This design comes from an exercise in tuning for small area, a short achievable clock period and few clock cycles per item on the open sky130 flow, not from production work.
RTL that was checked went through simulation tests only; none was proved equivalent to the original.
Power figures rest on the tool's default switching activity, not on a simulated workload.

==> flow/design.v <==
module rm_decoder (
    input  wire       clk,
    input  wire       rst,
    input  wire       in_valid,
    input  wire [7:0] in_data,
    input  wire       in_eos,
    output wire       in_ready,
    output wire       out_valid,
    output wire [7:0] out_data,
    output wire       out_eos,
    input  wire       out_ready
);
    reg       h_v, h_eos;        
    reg [7:0] h_d;
    reg       s_v, s_eos;        
    reg [7:0] s_d;
    reg       rdy;               
    wire      pop;
    wire      push = in_valid & rdy;
    assign in_ready = rdy;
    always @(posedge clk) begin
        if (rst) begin
            h_v <= 1'b0;
            s_v <= 1'b0;
            rdy <= 1'b1;
        end else begin
            if (pop | ~h_v) begin
                h_v <= s_v | push;
                s_v <= 1'b0;
                rdy <= 1'b1;
            end else if (push) begin
                s_v <= 1'b1;
                rdy <= 1'b0;
            end
        end
    end
    always @(posedge clk) begin
        if (pop | ~h_v) begin
            h_d   <= s_v ? s_d   : in_data;
            h_eos <= s_v ? s_eos : in_eos;
        end
        if (rdy) begin
            s_d   <= in_data;
            s_eos <= in_eos;
        end
    end
    reg        st_cnt, st_val, st_mask, st_lit, st_skip;    
    reg [1:0]  mcnt;         
    reg [7:0]  ecount;       
    reg [7:0]  val;          
    reg [4:0]  lc;           
    reg [31:0] filled;       
    reg [7:0]  buf_q [0:31];
    reg        rd;           
    reg [3:0]  sel_lo;       
    reg [7:0]  sel_hi;       
    wire [4:0] idx = {sel_hi[7] | sel_hi[6] | sel_hi[5] | sel_hi[4],
                      sel_hi[7] | sel_hi[6] | sel_hi[3] | sel_hi[2],
                      sel_hi[7] | sel_hi[5] | sel_hi[3] | sel_hi[1],
                      sel_lo[3] | sel_lo[2],
                      sel_lo[3] | sel_lo[1]};
    reg        eos_pend;     
    reg        o_v, o_eos;
    reg [7:0]  o_d;
    wire       o_adv = ~o_v | out_ready;
    wire [31:0] below;       
    genvar g;
    assign below[0] = 1'b1;
    generate
        for (g = 1; g < 32; g = g + 1) begin : g_pre
            assign below[g] = &filled[g-1:0];
        end
    endgenerate
    wire [31:0] nxt_lit = ~filled & below;
    wire        all_filled = &filled;
    wire mask_ok = ~rd | (idx[4:3] > mcnt);
    reg  lit_ok_r;
    wire lit_ok  = ~rd | lit_ok_r;
    wire c_eos  = h_v & h_eos & ~eos_pend;
    wire h_dat  = h_v & ~h_eos;
    wire c_cnt  = h_dat & st_cnt;
    wire c_val  = h_dat & st_val;
    wire c_mask = h_dat & st_mask & mask_ok;
    wire c_lit  = h_dat & st_lit & lit_ok & ~all_filled;
    wire c_skip = h_dat & st_skip;
    assign pop  = c_eos | c_cnt | c_val | c_mask | c_lit | c_skip;
    wire one_left   = &(filled | nxt_lit);
    wire chunk_done = st_lit & ~eos_pend & (all_filled | (c_lit & one_left));
    wire [7:0] wd = st_lit ? h_d : val;
    reg [31:0] we;
    integer i;
    always @(*) begin
        for (i = 0; i < 32; i = i + 1)
            we[i] = (c_mask & (mcnt == i[4:3]) & h_d[7 - i[2:0]]) | (c_lit & nxt_lit[i]);
    end
    always @(posedge clk) begin
        for (i = 0; i < 32; i = i + 1)
            if (we[i]) buf_q[i] <= wd;
    end
    always @(posedge clk) begin
        if (c_val) val <= h_d;
        if (c_cnt) begin
            filled <= 32'd0;
            ecount <= h_d;
            mcnt   <= 2'd0;
            lc     <= 5'd0;
        end else begin
            if (c_mask | c_lit) filled <= filled | we;
            if (c_mask) mcnt <= mcnt + 2'd1;
            if (c_mask & (mcnt == 2'd3)) ecount <= ecount - 8'd1;
            if (c_lit) lc <= lc + 5'd1;
        end
        lit_ok_r <= c_cnt ? (idx > 5'd1) : ({1'b0, lc} + 6'd1 < {1'b0, idx});
    end
    wire cnt_ff = (h_d == 8'hFF);
    wire cnt_00 = (h_d == 8'h00);
    wire last_e = (ecount == 8'd1);
    always @(posedge clk) begin
        if (rst) begin
            st_cnt <= 1'b1; st_val <= 1'b0; st_mask <= 1'b0; st_lit <= 1'b0; st_skip <= 1'b0;
        end else if (c_eos | chunk_done) begin
            st_cnt <= 1'b1; st_val <= 1'b0; st_mask <= 1'b0; st_lit <= 1'b0; st_skip <= 1'b0;
        end else begin
            if (c_cnt) begin
                st_cnt  <= 1'b0;
                st_skip <= cnt_ff;
                st_lit  <= cnt_00;
                st_val  <= ~cnt_ff & ~cnt_00;
            end
            if (c_val) begin
                st_val  <= 1'b0;
                st_mask <= 1'b1;
            end
            if (c_mask & (mcnt == 2'd3)) begin
                st_mask <= 1'b0;
                st_lit  <= last_e;
                st_val  <= ~last_e;
            end
        end
    end
    always @(posedge clk) begin
        if (rst) begin
            rd  <= 1'b0;
            sel_lo <= 4'b0001;
            sel_hi <= 8'b00000001;
            o_v <= 1'b0;
            o_eos <= 1'b0;
            eos_pend <= 1'b0;
        end else begin
            if (chunk_done) rd <= 1'b1;
            if (c_eos) eos_pend <= 1'b1;
            if (o_adv) begin
                if (rd) begin
                    o_v   <= 1'b1;
                    o_eos <= 1'b0;
                    sel_lo <= {sel_lo[2:0], sel_lo[3]};
                    if (sel_lo[3]) sel_hi <= {sel_hi[6:0], sel_hi[7]};
                    if (sel_hi[7] & sel_lo[3]) rd <= 1'b0;
                end else if (eos_pend) begin
                    o_v   <= 1'b1;
                    o_eos <= 1'b1;
                    eos_pend <= 1'b0;
                end else begin
                    o_v   <= 1'b0;
                end
            end
        end
    end
    reg [7:0] rdata;
    always @(*) begin
        rdata = 8'd0;
        for (i = 0; i < 32; i = i + 1)
            rdata = rdata | ({8{sel_hi[i >> 2] & sel_lo[i & 3]}} & buf_q[i]);
    end
    always @(posedge clk) begin
        if (rst)
            o_d <= 8'd0;
        else if (o_adv & rd)
            o_d <= rdata;
    end
    assign out_valid = o_v;
    assign out_data  = o_d;
    assign out_eos   = o_eos;
endmodule
==> flow/config.mk <==
export PLATFORM = sky130hd
export DESIGN_NAME = rm_decoder
export DESIGN_NICKNAME = rm_decoder
export VERILOG_FILES = /design/flow/design.v
export SDC_FILE = /design/flow/constraint.sdc
export NUM_CORES = 4
export LEC_CHECK = 0
export CAP_MARGIN = 20
export CORE_MARGIN = 2
export CORE_UTILIZATION = 60
export CTS_BUF_LIST = sky130_fd_sc_hd__clkbuf_8
export CTS_CLUSTER_DIAMETER = 60
export CTS_CLUSTER_SIZE = 16
export SETUP_SLACK_MARGIN = 4.6
export SLEW_MARGIN = 20
==> flow/constraint.sdc <==
create_clock -name core_clock -period 7.0 [get_ports {clk}]
set_input_delay 1.4000 -clock core_clock [delete_from_list [all_inputs] [get_ports {clk}]]
set_output_delay 1.4000 -clock core_clock [all_outputs]
set_load 0.01 [all_outputs]
run.sh (not shown) runs the stock make flow with config.mk's settings and CLKGATE_MAP_FILE= SYNTH_SCRIPT=/design/flow/synth_recipe.tcl, a recipe that flattens the netlist after the stock synthesis.
Change:
--- a/flow/design.v
+++ b/flow/design.v
@@ -49,19 +49,15 @@
     reg [7:0]  ecount;       
     reg [7:0]  val;          
     reg [4:0]  lc;           
     reg [31:0] filled;       
     reg [7:0]  buf_q [0:31];
     reg        rd;           
+    reg [4:0]  idx;          
     reg [3:0]  sel_lo;       
     reg [7:0]  sel_hi;       
-    wire [4:0] idx = {sel_hi[7] | sel_hi[6] | sel_hi[5] | sel_hi[4],
-                      sel_hi[7] | sel_hi[6] | sel_hi[3] | sel_hi[2],
-                      sel_hi[7] | sel_hi[5] | sel_hi[3] | sel_hi[1],
-                      sel_lo[3] | sel_lo[2],
-                      sel_lo[3] | sel_lo[1]};
     reg        eos_pend;     
     reg        o_v, o_eos;
     reg [7:0]  o_d;
     wire       o_adv = ~o_v | out_ready;
     wire [31:0] below;       
     genvar g;
@@ -138,27 +134,29 @@
             end
         end
     end
     always @(posedge clk) begin
         if (rst) begin
             rd  <= 1'b0;
+            idx <= 5'd0;
             sel_lo <= 4'b0001;
             sel_hi <= 8'b00000001;
             o_v <= 1'b0;
             o_eos <= 1'b0;
             eos_pend <= 1'b0;
         end else begin
             if (chunk_done) rd <= 1'b1;
             if (c_eos) eos_pend <= 1'b1;
             if (o_adv) begin
                 if (rd) begin
                     o_v   <= 1'b1;
                     o_eos <= 1'b0;
+                    idx   <= idx + 5'd1;
                     sel_lo <= {sel_lo[2:0], sel_lo[3]};
                     if (sel_lo[3]) sel_hi <= {sel_hi[6:0], sel_hi[7]};
-                    if (sel_hi[7] & sel_lo[3]) rd <= 1'b0;
+                    if (idx == 5'd31) rd <= 1'b0;
                 end else if (eos_pend) begin
                     o_v   <= 1'b1;
                     o_eos <= 1'b1;
                     eos_pend <= 1'b0;
                 end else begin
                     o_v   <= 1'b0;
What happened: Clock power stays flat; die area increases by 2.6%; utilization decreases by 5.8 points; final area decreases by 4.9%; routed wire length decreases by 12%; fmax increases by 8.5%.
Testbench counts after the change, summed over its fixed seeds: cycles 36,148, bytes 27,072.
Only the layout flow was run in the first run of this note; the RTL was not checked for function there.

========
Setup of v6:
RTL: the design.v shown in full above, as it stands there.
make LEC_CHECK=0 CAP_MARGIN=20 CORE_MARGIN=2 CORE_UTILIZATION=60 CTS_BUF_LIST=sky130_fd_sc_hd__clkbuf_8 CTS_CLUSTER_DIAMETER=60 CTS_CLUSTER_SIZE=16 SETUP_SLACK_MARGIN=4.6 SLEW_MARGIN=20 TNS_END_PERCENT=5 finish   # period 7.0 ns
Edits applied to the flow inputs when going from v6 to v7:
--- a/flow/design.v
+++ b/flow/design.v
@@ -51,15 +51,11 @@
     reg [4:0]  lc;           
     reg [31:0] filled;       
     reg [7:0]  buf_q [0:31];
     reg        rd;           
+    reg [4:0]  idx;          
     reg [3:0]  sel_lo;       
     reg [7:0]  sel_hi;       
-    wire [4:0] idx = {sel_hi[7] | sel_hi[6] | sel_hi[5] | sel_hi[4],
-                      sel_hi[7] | sel_hi[6] | sel_hi[3] | sel_hi[2],
-                      sel_hi[7] | sel_hi[5] | sel_hi[3] | sel_hi[1],
-                      sel_lo[3] | sel_lo[2],
-                      sel_lo[3] | sel_lo[1]};
     reg        eos_pend;     
     reg        o_v, o_eos;
     reg [7:0]  o_d;
     wire       o_adv = ~o_v | out_ready;
@@ -140,8 +136,9 @@
     end
     always @(posedge clk) begin
         if (rst) begin
             rd  <= 1'b0;
+            idx <= 5'd0;
             sel_lo <= 4'b0001;
             sel_hi <= 8'b00000001;
             o_v <= 1'b0;
             o_eos <= 1'b0;
@@ -152,11 +149,12 @@
             if (o_adv) begin
                 if (rd) begin
                     o_v   <= 1'b1;
                     o_eos <= 1'b0;
+                    idx   <= idx + 5'd1;
                     sel_lo <= {sel_lo[2:0], sel_lo[3]};
                     if (sel_lo[3]) sel_hi <= {sel_hi[6:0], sel_hi[7]};
-                    if (sel_hi[7] & sel_lo[3]) rd <= 1'b0;
+                    if (idx == 5'd31) rd <= 1'b0;
                 end else if (eos_pend) begin
                     o_v   <= 1'b1;
                     o_eos <= 1'b1;
                     eos_pend <= 1'b0;
### Flow results
- Sequential share of layout area in v7 is 3.3 points higher than in v6
- v7 vs. v6: share of the clock period used by the worst path saw a decrease; utilization shrank by 5.5 points.
- v7 against v6: global-route usage lower; post-layout worst setup margin higher; global-route met1 utilization lower.
- Side by side, design area turned out lower in v7 than in v6.
- In v7, the met2 usage came out 1.0 points below the value in v6.
- Taking v6 as the reference point, the portion of the layout cell area used by non-clock buffers of v7 falls by 3.8 points.
- The final reports for v7 and v6 show total of plain and repair buffers excluding clock buffers lower in the former.
Testbench counts of v7, summed over its fixed seeds: cycles 36,148, bytes 27,072.
Function not checked in v6: the RTL went through the layout flow alone.

==> afterwards: timing with drivers on the ports <==
No port has a modelled driver above. Below, the same layouts with a new extraction and two added sets of constraints. Step 1 (the two cells are an assumption about what drives the block):
set clk [get_ports {clk}]
set_driving_cell -lib_cell sky130_fd_sc_hd__clkbuf_16 $clk
set_driving_cell -lib_cell sky130_fd_sc_hd__buf_2 [delete_from_list [all_inputs] $clk]
Step 2 moves the port delays by t, midway between the first and last clock arrival at a register: inputs arrive t later, outputs are due t later. That takes back most of the time a late clock gives input paths. a / b / c = ideal ports / drivers / drivers and shift; a / b = the first two.
run | shift t [ns] | setup slack, ns | worst setup path after step 2
the first run of note 1 | 0.668 | 4.302 / 4.302 / 3.920 | input to register
the second run of note 1 | 0.628 | 4.514 / 4.466 / 4.054 | input to register
v6 | 0.633 | 4.386 / 4.399 / 3.769 | input to register
v7 | 0.649 | 4.510 / 4.466 / 3.909 | input to register
After both steps setup and hold are still met in every run listed. The setup slack of v6, which loses most, moves by +0.013 ns with the drivers and by -0.617 ns with both steps.
